What follows belongs to an exercise in optimizing a design on an open flow for small area; a production flow would make more cautious choices.
Where RTL was checked, it was by simulation tests only, not by an equivalence proof against the original.
No activity file was given, so power comes from the tool's default toggle rates.

==> try-xenon: inputs <==
Design necir_core, start of the top module:
module necir_core #(
    parameter [7:0] DEV_ADDR       = 8'h00,
    parameter [7:0] CMD_POWER_ON   = 8'h08,
    parameter [7:0] CMD_POWER_OFF  = 8'h09,
    parameter [7:0] CMD_MODE_COOL  = 8'h30,
    parameter [7:0] CMD_MODE_HEAT  = 8'h31,
    parameter [7:0] CMD_MODE_FAN   = 8'h32,
    parameter [7:0] CMD_MODE_DRY   = 8'h33,
    parameter [7:0] CMD_MODE_AUTO  = 8'h34,
    parameter [7:0] TEMP_BASE      = 8'h10,
    parameter [7:0] CMD_FAN_LOW    = 8'h40,
    parameter [7:0] CMD_FAN_MEDIUM = 8'h41,
    parameter [7:0] CMD_FAN_HIGH   = 8'h42,
    parameter [7:0] CMD_FAN_AUTO   = 8'h43
) (
    input             clk,
    input             rst_n,        
    input             soft_rst,     
    input             bus_req,
    input             bus_we,
    input      [1:0]  bus_size,     
    input      [11:0] bus_addr,
    input      [31:0] bus_wdata,
    output            bus_ack,
    output            bus_err,
    output reg [31:0] bus_rdata,
    output reg        tx_call,      
    output            tx_send,      
    output     [15:0] tx_freq,
    output     [15:0] tx_duty,
    output            tx_pvalid,    
    output     [15:0] tx_pdata,
    input             tx_pready,
    input             tx_rvalid,
    input             tx_rerr,
    input      [7:0]  tx_rcode
);
clock: 10.0 ns
lec_check: 0
cap_margin: 20
core_margin: 2
core_utilization: 60
slew_margin: 20
standard.sh (not shown) runs the stock make flow with config.mk's settings and CLKGATE_MAP_FILE= SYNTH_SCRIPT=/design/flow/synth_recipe.tcl, a recipe that flattens the netlist after the stock synthesis.
==> flow/flow/run.sh <==
#!/bin/bash
# Standard ORFS layout; CTS with one clock buffer size, larger sink clusters and no dummy
# loads; the smallest buffer on the ports. Output goes to standard.log.
set -euo pipefail
export CTS_ARGS="-sink_clustering_enable -repair_clock_nets -dont_use_dummy_load -buf_list {sky130_fd_sc_hd__clkbuf_8} -sink_clustering_size 20 -sink_clustering_max_diameter 50"
export BUFFER_PORTS_ARGS="-buffer_cell sky130_fd_sc_hd__buf_1"
bash standard.sh > standard.log 2>&1
==> try-zinc (differences from try-xenon) <==
--- a/flow/design.v
+++ b/flow/design.v
@@ -155,25 +155,24 @@
                        8'd1: enc_cmd = CMD_FAN_MEDIUM;
                        8'd2: enc_cmd = CMD_FAN_HIGH;
                        8'd3: enc_cmd = CMD_FAN_AUTO;
                        default: enc_err = ERR_ENUM;
                    endcase
             8'h05: begin
-                       enc_addr = 8'h00;       
+                       enc_addr = opa;
                        enc_cmd  = opb;
                    end
             default: ;
         endcase
     end
-    wire [7:0] pair_a = enc_addr | opa;
     wire is_encode = (op >= 8'h01) && (op <= 8'h05);
     wire emit_op   = !illegal && is_encode && (enc_err == ERR_NONE);
     wire vwrd_op   = !illegal && (op == 8'h06);
     wire vpul_op   = !illegal && (op == 8'h07);
     wire [4:0]  emit_n    = ptr[5:1] - 5'd1;
-    wire        emit_bit  = (emit_n[4] ? enc_cmd[emit_n[2:0]] : pair_a[emit_n[2:0]]) ^ emit_n[3];
+    wire        emit_bit  = (emit_n[4] ? enc_cmd[emit_n[2:0]] : enc_addr[emit_n[2:0]]) ^ emit_n[3];
     reg  [15:0] emit_val;
     always @(*) begin
         if (ptr == 7'd0)
             emit_val = T_HDR_MARK;
         else if (ptr == 7'd1)
             emit_val = T_HDR_SPACE;
@@ -244,13 +243,13 @@
     wire s_rx   = ~zflag & tail & (vwrd_op | vpul_op) & (ptr == E_RXR);
     wire s_head = ~zflag & ~(s_wlo | s_whi | s_emit | s_pair | s_rx);
     wire [15:0] ins = ({16{s_head}} & head) |
                       ({16{s_wlo}}  & bus_wdata[15:0]) |
                       ({16{s_whi}}  & bus_wdata[31:16]) |
                       ({16{s_emit}} & emit_val) |
-                      ({16{s_pair}} & {enc_cmd, pair_a}) |
+                      ({16{s_pair}} & {enc_cmd, enc_addr}) |
                       ({16{s_rx & rx_good}} & {rxword[23:16], rxword[7:0]});
     always @(posedge clk)
         ring <= {ins, ring[16*NENT-1:16]};
     wire rxw_clr  = ~rst_n | soft_rst;
     wire rxw_shift = fin & vpul_op & ptr[0] & (ptr != 7'd1) & in_pul;
     wire rxw_load = ~rxw_clr & wr_rxword;
==> flow/flow/run.sh (replaced) <==
#!/bin/bash
# Standard ORFS layout; CTS with one clock buffer size, larger sink clusters and no dummy
# loads; the smallest buffer on the ports. Output goes to standard.log.
set -euo pipefail
export CTS_ARGS="-sink_clustering_enable -repair_clock_nets -dont_use_dummy_load -buf_list {sky130_fd_sc_hd__clkbuf_8} -sink_clustering_size 24 -sink_clustering_max_diameter 35"
export BUFFER_PORTS_ARGS="-buffer_cell sky130_fd_sc_hd__buf_1"
bash standard.sh > standard.log 2>&1
==> summary of the runs <==
try-xenon went through all stages and came out clean. try-zinc completed with no timing, DRC or antenna violations. In try-zinc the via count is smaller than in try-xenon, by about 2.2%. Of try-xenon and try-zinc, try-xenon has the higher routed wire length (gap about 5.6%, measured against try-zinc). In critical path depth, try-zinc and try-xenon do not differ. Between try-zinc and try-xenon, the lower final area is in try-xenon (gap about 0.8%, measured against try-xenon). Die area: try-xenon is higher than try-zinc (0.87%).
For try-xenon, only the layout was checked, not whether the RTL still works.

* * *

==> 01-19: inputs <==
==> flow/design.v <==
module necir_core #(
    parameter [7:0] DEV_ADDR       = 8'h00,
    parameter [7:0] CMD_POWER_ON   = 8'h08,
    parameter [7:0] CMD_POWER_OFF  = 8'h09,
    parameter [7:0] CMD_MODE_COOL  = 8'h30,
    parameter [7:0] CMD_MODE_HEAT  = 8'h31,
    parameter [7:0] CMD_MODE_FAN   = 8'h32,
    parameter [7:0] CMD_MODE_DRY   = 8'h33,
    parameter [7:0] CMD_MODE_AUTO  = 8'h34,
    parameter [7:0] TEMP_BASE      = 8'h10,
    parameter [7:0] CMD_FAN_LOW    = 8'h40,
    parameter [7:0] CMD_FAN_MEDIUM = 8'h41,
    parameter [7:0] CMD_FAN_HIGH   = 8'h42,
    parameter [7:0] CMD_FAN_AUTO   = 8'h43
) (
    input             clk,
    input             rst_n,        
    input             soft_rst,     
    input             bus_req,
    input             bus_we,
    input      [1:0]  bus_size,     
    input      [11:0] bus_addr,
    input      [31:0] bus_wdata,
    output            bus_ack,
    output            bus_err,
    output reg [31:0] bus_rdata,
    output reg        tx_call,      
    output            tx_send,      
    output     [15:0] tx_freq,
    output     [15:0] tx_duty,
    output            tx_pvalid,    
    output     [15:0] tx_pdata,
    input             tx_pready,
    input             tx_rvalid,
    input             tx_rerr,
    input      [7:0]  tx_rcode
);
    localparam [15:0] T_HDR_MARK   = 16'd9000;
    localparam [15:0] T_HDR_SPACE  = 16'd4500;
    localparam [15:0] T_BIT_MARK   = 16'd560;
    localparam [15:0] T_ONE_SPACE  = 16'd1690;
    localparam [15:0] T_ZERO_SPACE = 16'd560;
    localparam [15:0] T_STOP_MARK  = 16'd560;
    localparam [15:0] CARRIER_HZ   = 16'd38000;
    localparam [15:0] CARRIER_DUTY = 16'd500;
    localparam [2:0] ERR_NONE     = 3'h0;
    localparam [2:0] ERR_RANGE    = 3'h1;
    localparam [2:0] ERR_ENUM     = 3'h2;
    localparam [2:0] ERR_ILLEGAL  = 3'h3;
    localparam [2:0] ERR_NO_FRAME = 3'h4;
    localparam [2:0] ERR_HARDWARE = 3'h5;
    localparam [1:0] TX_IDLE     = 2'd0;
    localparam [1:0] TX_WAIT_ON  = 2'd1;
    localparam [1:0] TX_WAIT_SND = 2'd2;
    localparam [1:0] TX_WAIT_OFF = 2'd3;
    localparam [1:0] PH_IDLE = 2'd0;
    localparam [1:0] PH_P1   = 2'd1;    
    localparam [1:0] PH_P2   = 2'd2;    
    localparam [1:0] PH_BAD  = 2'd3;    
    reg [31:0] cmd_q;
    reg        frame_ready;
    reg        carrier_on;
    reg        drain;
    reg [1:0]  txstate;
    reg [2:0]  err;
    reg [16*67-1:0] ring;         
    reg [6:0]  ptr;
    reg        zflag;             
    reg [7:0]  pair_addr;
    reg [7:0]  pair_cmd;
    reg        pair_valid;
    reg [31:0] rxword;
    reg        rx_fmt, rx_aok, rx_cok;
    reg [7:0]  rx_addr, rx_cmd;
    reg        hw_rec;            
    reg [7:0]  hw_code;
    reg [1:0]  hw_step;
    reg [1:0]  ph;
    reg [6:0]  send_idx;
    wire        busy  = (txstate != TX_IDLE);
    wire [15:0] head  = ring[15:0];
    wire        p_end = (ptr == 7'd66);
    assign tx_send   = (txstate == TX_WAIT_SND);
    assign tx_freq   = (txstate == TX_WAIT_ON) ? CARRIER_HZ   : 16'h0;
    assign tx_duty   = (txstate == TX_WAIT_ON) ? CARRIER_DUTY : 16'h0;
    assign tx_pvalid = tx_send & (ptr == send_idx);
    assign tx_pdata  = head;
    wire        aligned   = (bus_size == 2'd2) && (bus_addr[1:0] == 2'b00);
    wire        is_reg    = (bus_addr < 12'h020);
    wire        is_pulse  = (bus_addr >= 12'h100) && (bus_addr <= 12'h208);
    wire        acc_ok    = aligned & (is_reg | is_pulse);
    wire [6:0]  pulse_k   = {~bus_addr[8], bus_addr[7:2]};    
    wire        k_hit     = (ptr == pulse_k) & ~zflag;
    wire        rd        = bus_req & acc_ok & ~bus_we;
    wire        wr        = bus_req & acc_ok & bus_we & ~busy;
    wire        wr_cmd    = wr & is_reg & (bus_addr[4:2] == 3'd0);
    wire        wr_rxword = wr & is_reg & (bus_addr[4:2] == 3'd4);
    wire        wr_pulse  = wr & is_pulse & k_hit;
    wire [7:0] op  = bus_wdata[31:24];
    wire [7:0] rsv = bus_wdata[23:16];
    wire [7:0] opa = bus_wdata[15:8];
    wire [7:0] opb = bus_wdata[7:0];
    wire illegal = (op == 8'h00) || (op > 8'h08) || (rsv != 8'h00) ||
                   ((op != 8'h05) && (opa != 8'h00)) ||
                   ((op == 8'h01) && (opb[7:1] != 7'h00)) ||
                   ((op >= 8'h06) && (opb != 8'h00));
    reg [7:0] enc_addr;
    reg [7:0] enc_cmd;
    reg [2:0] enc_err;
    always @(*) begin
        enc_addr = DEV_ADDR;
        enc_cmd  = 8'h00;
        enc_err  = ERR_NONE;
        case (op)
            8'h01: enc_cmd = opb[0] ? CMD_POWER_ON : CMD_POWER_OFF;
            8'h02: case (opb)
                       8'd0: enc_cmd = CMD_MODE_COOL;
                       8'd1: enc_cmd = CMD_MODE_HEAT;
                       8'd2: enc_cmd = CMD_MODE_FAN;
                       8'd3: enc_cmd = CMD_MODE_DRY;
                       8'd4: enc_cmd = CMD_MODE_AUTO;
                       default: enc_err = ERR_ENUM;
                   endcase
            8'h03: begin
                       if ($signed(opb) < 16 || $signed(opb) > 30)
                           enc_err = ERR_RANGE;
                       else
                           enc_cmd = TEMP_BASE + (opb - 8'd16);
                   end
            8'h04: case (opb)
                       8'd0: enc_cmd = CMD_FAN_LOW;
                       8'd1: enc_cmd = CMD_FAN_MEDIUM;
                       8'd2: enc_cmd = CMD_FAN_HIGH;
                       8'd3: enc_cmd = CMD_FAN_AUTO;
                       default: enc_err = ERR_ENUM;
                   endcase
            8'h05: begin
                       enc_addr = opa;
                       enc_cmd  = opb;
                   end
            default: ;
        endcase
    end
    wire is_encode = (op >= 8'h01) && (op <= 8'h05);
    wire emit_op   = !illegal && is_encode && (enc_err == ERR_NONE);
    wire vpul_op   = !illegal && (op == 8'h07);
    wire [31:0] emit_word = {~enc_cmd, enc_cmd, ~enc_addr, enc_addr};
    wire [4:0]  emit_n    = ptr[5:1] - 5'd1;               
    reg  [15:0] emit_val;
    always @(*) begin
        if (ptr == 7'd0)
            emit_val = T_HDR_MARK;
        else if (ptr == 7'd1)
            emit_val = T_HDR_SPACE;
        else if (ptr[0] && emit_word[emit_n])
            emit_val = T_ONE_SPACE;
        else
            emit_val = T_BIT_MARK;
    end
    wire head_one = (head == T_ONE_SPACE);
    reg  head_ok;
    always @(*) begin
        if (ptr == 7'd0)
            head_ok = (head == T_HDR_MARK);
        else if (ptr == 7'd1)
            head_ok = (head == T_HDR_SPACE);
        else if (ptr[0])
            head_ok = (head == T_ZERO_SPACE) || head_one;
        else
            head_ok = (head == T_BIT_MARK);
    end
    wire long_op = emit_op | vpul_op;
    wire p1      = wr_cmd & long_op & ~zflag & ((ph == PH_P1) | (ph == PH_BAD) | ((ph == PH_IDLE) & (ptr == 7'd0)));
    wire p2      = wr_cmd & (ph == PH_P2);
    wire p1_bad  = (ph == PH_BAD) | ~head_ok;
    wire cmd_done = ~long_op | (p1 & p_end & (emit_op | p1_bad)) | (p2 & p_end);
    wire rxw_addr_ok = ((rxword[7:0] ^ rxword[15:8]) == 8'hFF);
    wire rxw_cmd_ok  = ((rxword[23:16] ^ rxword[31:24]) == 8'hFF);
    assign bus_err = ~acc_ok;
    assign bus_ack = bus_req & (~acc_ok |
                                (~bus_we & (is_reg | k_hit)) |
                                (wr & (is_pulse ? k_hit : (bus_addr[4:2] != 3'd0) | cmd_done)));
    always @(*) begin
        bus_rdata = 32'h0;
        if (~is_reg) begin
            bus_rdata = {16'h0, head};
        end else begin
            case (bus_addr[4:2])
                3'd0: bus_rdata = cmd_q;
                3'd1: bus_rdata = {20'h0, 1'b0, err, 2'b00, txstate, drain, carrier_on, frame_ready, busy};
                3'd2: bus_rdata = {15'h0, pair_valid, pair_cmd, pair_addr};
                3'd3: bus_rdata = {~pair_cmd, pair_cmd, ~pair_addr, pair_addr} & {32{pair_valid}};
                3'd4: bus_rdata = rxword;
                3'd5: bus_rdata = {12'h0, rx_aok & rx_cok, rx_fmt, rx_cok, rx_aok, rx_cmd, rx_addr};
                3'd6: bus_rdata = {22'h0, hw_step, hw_code} & {32{hw_rec & ~busy}};
                3'd7: bus_rdata = {CARRIER_DUTY, CARRIER_HZ};
            endcase
        end
    end
    reg [15:0] ins;
    always @(*) begin
        if (zflag)
            ins = 16'h0;
        else if (p1 & emit_op)
            ins = emit_val;
        else if (wr_pulse)
            ins = bus_wdata[15:0];
        else
            ins = head;
    end
    always @(posedge clk)
        ring <= {ins, ring[16*67-1:16]};
    wire rec_now = tx_rvalid & tx_rerr & ~drain & ~hw_rec;
    always @(posedge clk) begin
        if (rec_now) begin
            hw_code <= tx_rcode;
            hw_step <= txstate;
        end
        if (tx_pvalid & tx_pready)
            send_idx <= send_idx + 7'd1;
        if (tx_rvalid && txstate == TX_WAIT_ON)
            send_idx <= 7'd0;
    end
    always @(posedge clk) begin
        if (!rst_n) begin
            tx_call     <= 1'b0;
            cmd_q       <= 32'h0;
            frame_ready <= 1'b0;
            carrier_on  <= 1'b0;
            drain       <= 1'b0;
            txstate     <= TX_IDLE;
            err         <= ERR_NONE;
            ptr         <= 7'd0;
            zflag       <= 1'b1;
            pair_addr   <= 8'h0;
            pair_cmd    <= 8'h0;
            pair_valid  <= 1'b0;
            rxword      <= 32'h0;
            rx_fmt      <= 1'b0;
            rx_aok      <= 1'b0;
            rx_cok      <= 1'b0;
            rx_addr     <= 8'h0;
            rx_cmd      <= 8'h0;
            hw_rec      <= 1'b0;
            ph          <= PH_IDLE;
        end else begin
            tx_call <= 1'b0;
            ptr     <= p_end ? 7'd0 : ptr + 7'd1;
            if (p_end)
                zflag <= 1'b0;
            if (bus_ack)
                ph <= PH_IDLE;
            else if (p1)
                ph <= p_end ? PH_P2 : (vpul_op & p1_bad) ? PH_BAD : PH_P1;
            if (p2 && ptr[0] && ptr != 7'd1)
                rxword <= {head_one, rxword[31:1]};
            if (wr_rxword)
                rxword <= bus_wdata;
            if (wr_pulse)
                frame_ready <= 1'b0;
            if (wr_cmd && cmd_done) begin
                cmd_q <= bus_wdata;
                if (illegal) begin
                    err <= ERR_ILLEGAL;
                end else if (is_encode) begin
                    err <= enc_err;
                    if (emit_op) begin
                        pair_addr   <= enc_addr;
                        pair_cmd    <= enc_cmd;
                        pair_valid  <= 1'b1;
                        frame_ready <= 1'b1;
                    end
                end else if (op == 8'h06 || op == 8'h07) begin
                    if (op == 8'h06 || p2) begin
                        rx_fmt  <= 1'b1;
                        rx_aok  <= rxw_addr_ok;
                        rx_cok  <= rxw_cmd_ok;
                        rx_addr <= rxword[7:0];
                        rx_cmd  <= rxword[23:16];
                    end else begin
                        rx_fmt  <= 1'b0;
                        rx_aok  <= 1'b0;
                        rx_cok  <= 1'b0;
                        rx_addr <= 8'h0;
                        rx_cmd  <= 8'h0;
                    end
                    err <= ERR_NONE;
                end else begin
                    if (!frame_ready) begin
                        err <= ERR_NO_FRAME;
                    end else begin
                        err        <= ERR_NONE;
                        hw_rec     <= 1'b0;
                        carrier_on <= 1'b1;
                        txstate    <= TX_WAIT_ON;
                        tx_call    <= 1'b1;
                    end
                end
            end
            if (tx_rvalid && busy) begin
                if (rec_now)
                    hw_rec <= 1'b1;
                case (txstate)
                    TX_WAIT_ON: begin
                        tx_call <= 1'b1;
                        if (!tx_rerr && !drain)
                            txstate <= TX_WAIT_SND;
                        else
                            txstate <= TX_WAIT_OFF;
                    end
                    TX_WAIT_SND: begin
                        txstate <= TX_WAIT_OFF;
                        tx_call <= 1'b1;
                    end
                    default: begin  
                        if (!tx_rerr)
                            carrier_on <= 1'b0;
                        if (!drain)
                            err <= (hw_rec | rec_now) ? ERR_HARDWARE : ERR_NONE;
                        drain   <= 1'b0;
                        txstate <= TX_IDLE;
                    end
                endcase
            end
            if (soft_rst) begin
                cmd_q       <= 32'h0;
                frame_ready <= 1'b0;
                err         <= ERR_NONE;
                ptr         <= 7'd0;
                zflag       <= 1'b1;
                pair_addr   <= 8'h0;
                pair_cmd    <= 8'h0;
                pair_valid  <= 1'b0;
                rxword      <= 32'h0;
                rx_fmt      <= 1'b0;
                rx_aok      <= 1'b0;
                rx_cok      <= 1'b0;
                rx_addr     <= 8'h0;
                rx_cmd      <= 8'h0;
                hw_rec      <= 1'b0;
                if (busy)
                    drain   <= 1'b1;
            end
        end
    end
endmodule
==> flow/flow/run.sh <==
#!/bin/bash
# Standard ORFS layout, with CTS dummy loads disabled and the smallest buffer on the ports.
set -euo pipefail
export CTS_ARGS="-sink_clustering_enable -repair_clock_nets -dont_use_dummy_load"
export BUFFER_PORTS_ARGS="-buffer_cell sky130_fd_sc_hd__buf_1"
bash standard.sh > standard.log 2>&1
==> flow/standard.sh <==
#!/bin/bash
# synth_recipe.tcl (not shown) runs the flow's synth.tcl, then flattens the netlist and writes it again
# the make line also repeats each setting of config.mk as NAME=value (left out here)
make -C /OpenROAD-flow-scripts/flow DESIGN_CONFIG=/design/flow/config.mk WORK_HOME=/design/flow/orfs CLKGATE_MAP_FILE= SYNTH_SCRIPT=/design/flow/synth_recipe.tcl "${@:-finish}"
==> flow/config.mk <==
export PLATFORM = sky130hd
export DESIGN_NAME = necir_core
export DESIGN_NICKNAME = necir_core
export VERILOG_FILES = /design/flow/design.v
export SDC_FILE = /design/flow/constraint.sdc
export NUM_CORES = 4
export LEC_CHECK = 0
export ABC_AREA = 1
export CAP_MARGIN = 20
export CORE_MARGIN = 2
export CORE_UTILIZATION = 40
export SLEW_MARGIN = 20
==> flow/constraint.sdc <==
create_clock -name core_clock -period 10.0 [get_ports {clk}]
set_input_delay 2.0000 -clock core_clock [delete_from_list [all_inputs] [get_ports {clk}]]
set_output_delay 2.0000 -clock core_clock [all_outputs]
set_load 0.01 [all_outputs]
==> 12-15 (differences from 01-19) <==
--- a/flow/design.v
+++ b/flow/design.v
@@ -57,7 +57,8 @@
     localparam [1:0] PH_P1   = 2'd1;    
     localparam [1:0] PH_P2   = 2'd2;    
     localparam [1:0] PH_BAD  = 2'd3;    
-    reg [31:0] cmd_q;
+    reg [31:0] cmd_q;             
+    reg        cmd_v;
     reg        frame_ready;
     reg        carrier_on;
     reg        drain;
@@ -66,11 +67,11 @@
     reg [16*67-1:0] ring;         
     reg [6:0]  ptr;
     reg        zflag;             
-    reg [7:0]  pair_addr;
+    reg [7:0]  pair_addr;         
     reg [7:0]  pair_cmd;
     reg        pair_valid;
     reg [31:0] rxword;
-    reg        rx_fmt, rx_aok, rx_cok;
+    reg        rx_fmt, rx_aok, rx_cok;    
     reg [7:0]  rx_addr, rx_cmd;
     reg        hw_rec;            
     reg [7:0]  hw_code;
@@ -81,8 +82,14 @@
     wire [15:0] head  = ring[15:0];
     wire        p_end = (ptr == 7'd66);
     assign tx_send   = (txstate == TX_WAIT_SND);
-    assign tx_freq   = (txstate == TX_WAIT_ON) ? CARRIER_HZ   : 16'h0;
-    assign tx_duty   = (txstate == TX_WAIT_ON) ? CARRIER_DUTY : 16'h0;
+    wire st_on = (txstate == TX_WAIT_ON);
+    genvar gi;
+    generate
+        for (gi = 0; gi < 16; gi = gi + 1) begin : g_carrier
+            assign tx_freq[gi] = CARRIER_HZ[gi]   ? st_on : tx_send;
+            assign tx_duty[gi] = CARRIER_DUTY[gi] ? st_on : tx_send;
+        end
+    endgenerate
     assign tx_pvalid = tx_send & (ptr == send_idx);
     assign tx_pdata  = head;
     wire        aligned   = (bus_size == 2'd2) && (bus_addr[1:0] == 2'b00);
@@ -144,7 +151,7 @@
     wire is_encode = (op >= 8'h01) && (op <= 8'h05);
     wire emit_op   = !illegal && is_encode && (enc_err == ERR_NONE);
     wire vpul_op   = !illegal && (op == 8'h07);
-    wire [31:0] emit_word = {~enc_cmd, enc_cmd, ~enc_addr, enc_addr};
+    wire [31:0] emit_word = {~pair_cmd, pair_cmd, ~pair_addr, pair_addr};
     wire [4:0]  emit_n    = ptr[5:1] - 5'd1;               
     reg  [15:0] emit_val;
     always @(*) begin
@@ -186,12 +193,12 @@
             bus_rdata = {16'h0, head};
         end else begin
             case (bus_addr[4:2])
-                3'd0: bus_rdata = cmd_q;
+                3'd0: bus_rdata = cmd_q & {32{cmd_v}};
                 3'd1: bus_rdata = {20'h0, 1'b0, err, 2'b00, txstate, drain, carrier_on, frame_ready, busy};
-                3'd2: bus_rdata = {15'h0, pair_valid, pair_cmd, pair_addr};
-                3'd3: bus_rdata = {~pair_cmd, pair_cmd, ~pair_addr, pair_addr} & {32{pair_valid}};
+                3'd2: bus_rdata = {15'h0, pair_valid, pair_cmd & {8{pair_valid}}, pair_addr & {8{pair_valid}}};
+                3'd3: bus_rdata = emit_word & {32{pair_valid}};
                 3'd4: bus_rdata = rxword;
-                3'd5: bus_rdata = {12'h0, rx_aok & rx_cok, rx_fmt, rx_cok, rx_aok, rx_cmd, rx_addr};
+                3'd5: bus_rdata = {12'h0, rx_aok & rx_cok, 1'b1, rx_cok, rx_aok, rx_cmd, rx_addr} & {32{rx_fmt}};
                 3'd6: bus_rdata = {22'h0, hw_step, hw_code} & {32{hw_rec & ~busy}};
                 3'd7: bus_rdata = {CARRIER_DUTY, CARRIER_HZ};
             endcase
@@ -224,7 +231,7 @@
     always @(posedge clk) begin
         if (!rst_n) begin
             tx_call     <= 1'b0;
-            cmd_q       <= 32'h0;
+            cmd_v       <= 1'b0;
             frame_ready <= 1'b0;
             carrier_on  <= 1'b0;
             drain       <= 1'b0;
@@ -232,15 +239,9 @@
             err         <= ERR_NONE;
             ptr         <= 7'd0;
             zflag       <= 1'b1;
-            pair_addr   <= 8'h0;
-            pair_cmd    <= 8'h0;
             pair_valid  <= 1'b0;
             rxword      <= 32'h0;
             rx_fmt      <= 1'b0;
-            rx_aok      <= 1'b0;
-            rx_cok      <= 1'b0;
-            rx_addr     <= 8'h0;
-            rx_cmd      <= 8'h0;
             hw_rec      <= 1'b0;
             ph          <= PH_IDLE;
         end else begin
@@ -252,6 +253,10 @@
                 ph <= PH_IDLE;
             else if (p1)
                 ph <= p_end ? PH_P2 : (vpul_op & p1_bad) ? PH_BAD : PH_P1;
+            if (p1 && emit_op && ph == PH_IDLE) begin
+                pair_addr <= enc_addr;
+                pair_cmd  <= enc_cmd;
+            end
             if (p2 && ptr[0] && ptr != 7'd1)
                 rxword <= {head_one, rxword[31:1]};
             if (wr_rxword)
@@ -260,13 +265,12 @@
                 frame_ready <= 1'b0;
             if (wr_cmd && cmd_done) begin
                 cmd_q <= bus_wdata;
+                cmd_v <= 1'b1;
                 if (illegal) begin
                     err <= ERR_ILLEGAL;
                 end else if (is_encode) begin
                     err <= enc_err;
                     if (emit_op) begin
-                        pair_addr   <= enc_addr;
-                        pair_cmd    <= enc_cmd;
                         pair_valid  <= 1'b1;
                         frame_ready <= 1'b1;
                     end
@@ -279,10 +283,6 @@
                         rx_cmd  <= rxword[23:16];
                     end else begin
                         rx_fmt  <= 1'b0;
-                        rx_aok  <= 1'b0;
-                        rx_cok  <= 1'b0;
-                        rx_addr <= 8'h0;
-                        rx_cmd  <= 8'h0;
                     end
                     err <= ERR_NONE;
                 end else begin
@@ -323,20 +323,14 @@
                 endcase
             end
             if (soft_rst) begin
-                cmd_q       <= 32'h0;
+                cmd_v       <= 1'b0;
                 frame_ready <= 1'b0;
                 err         <= ERR_NONE;
                 ptr         <= 7'd0;
                 zflag       <= 1'b1;
-                pair_addr   <= 8'h0;
-                pair_cmd    <= 8'h0;
                 pair_valid  <= 1'b0;
                 rxword      <= 32'h0;
                 rx_fmt      <= 1'b0;
-                rx_aok      <= 1'b0;
-                rx_cok      <= 1'b0;
-                rx_addr     <= 8'h0;
-                rx_cmd      <= 8'h0;
                 hw_rec      <= 1'b0;
                 if (busy)
                     drain   <= 1'b1;
==> flow/flow/run.sh (replaced) <==
#!/bin/bash
# Standard ORFS layout; CTS with one clock buffer size, larger sink clusters and no dummy
# loads; the smallest buffer on the ports. Output goes to standard.log.
set -euo pipefail
export CTS_ARGS="-sink_clustering_enable -repair_clock_nets -dont_use_dummy_load -buf_list {sky130_fd_sc_hd__clkbuf_8} -sink_clustering_size 20 -sink_clustering_max_diameter 50"
export BUFFER_PORTS_ARGS="-buffer_cell sky130_fd_sc_hd__buf_1"
bash standard.sh > standard.log 2>&1
- ABC_AREA: 1 -> not set
- CORE_UTILIZATION: 40 -> 60
==> summary.md <==
| Metric | Value |
|---|---|
| Reg2reg start | txstate[1] |
| Int Pwr | 5.62 mW |
| Clk sinks | approximately 1.2k |
| Non-filler instance count after layout | 2797 |
| Worst reg-to-reg path cell count | 11 |
| Met2 routed WL | 22100 um |
| FFs & Latches | approximately 1.2k |
| Sequential power | 4.87 mW |
| Share of power burned in registers | 0.697 |
| Area delta synth->final | 6.99% |
| Status | finished clean |
| Clock power share | 0.292 |
| FF-to-FF End | cmd_q[25] |
| CP Cell Sequence | buf_1 -> buf_4 -> nor2_1 -> nand2_1 -> buf_4 -> or4_1 -> nor2_1 -> inv_1 -> a211o_1 -> a31oi_1 -> buf_1 |
-- figures above: 12-15

==> summary.md <==
| Metric | Value |
|---|---|
| FFs & Latches | approximately 1.2k |
| Clock power share | 0.411 |
| Clk sinks | roughly 1.2k |
| Non-filler instance count after layout | approximately 3.6k |
| FF-to-FF End | pair_cmd[7] |
| CP Cell Sequence | buf_1 -> nor2_4 -> inv_2 -> nor2_2 -> inv_2 -> nand2_1 -> inv_1 -> o21ai_0 -> a221oi_1 -> a31oi_1 -> o21ai_0 -> o21ai_0 -> buf_1 |
| Worst reg-to-reg path cell count | 16 |
| Status | finished clean |
| Sequential power | 4.84 mW |
| Area delta synth->final | 12.9% |
-- figures above: 01-19

The RTL of 12-15 was laid out without a check of its function.

## what the ideal ports hide
In the flow no input, the clock included, has a driving cell. The finished layouts below were timed again as built, in two steps.
Step 1 assumes that a clkbuf_16 drives the clock port and a buf_2 every other input.
Step 2, shift: input delay + t, output delay - t, t = (earliest + latest rising clock arrival at the registers) / 2. This alone moves slack from input paths to output paths.
Three values: no drivers, after step 1, after step 2; two values: the first two.
run	shift t [ns]	setup WS [ns]	worst hold slack (ns)
try-xenon	0.673	2.648 / 2.618 / 2.618	0.251 / 0.251 / 0.251
try-zinc	0.726	2.913 / 2.894 / 2.894	0.224 / 0.224 / 0.224
01-19	0.697	2.878 / 2.852 / 2.852	0.255 / 0.255 / 0.255
12-15	0.691	2.813 / 2.792 / 2.792	0.271 / 0.271 / 0.271
After both steps setup and hold are still met in every run listed. The setup slack of try-xenon, which loses most, moves by -0.030 ns with the drivers and by -0.030 ns with both steps.
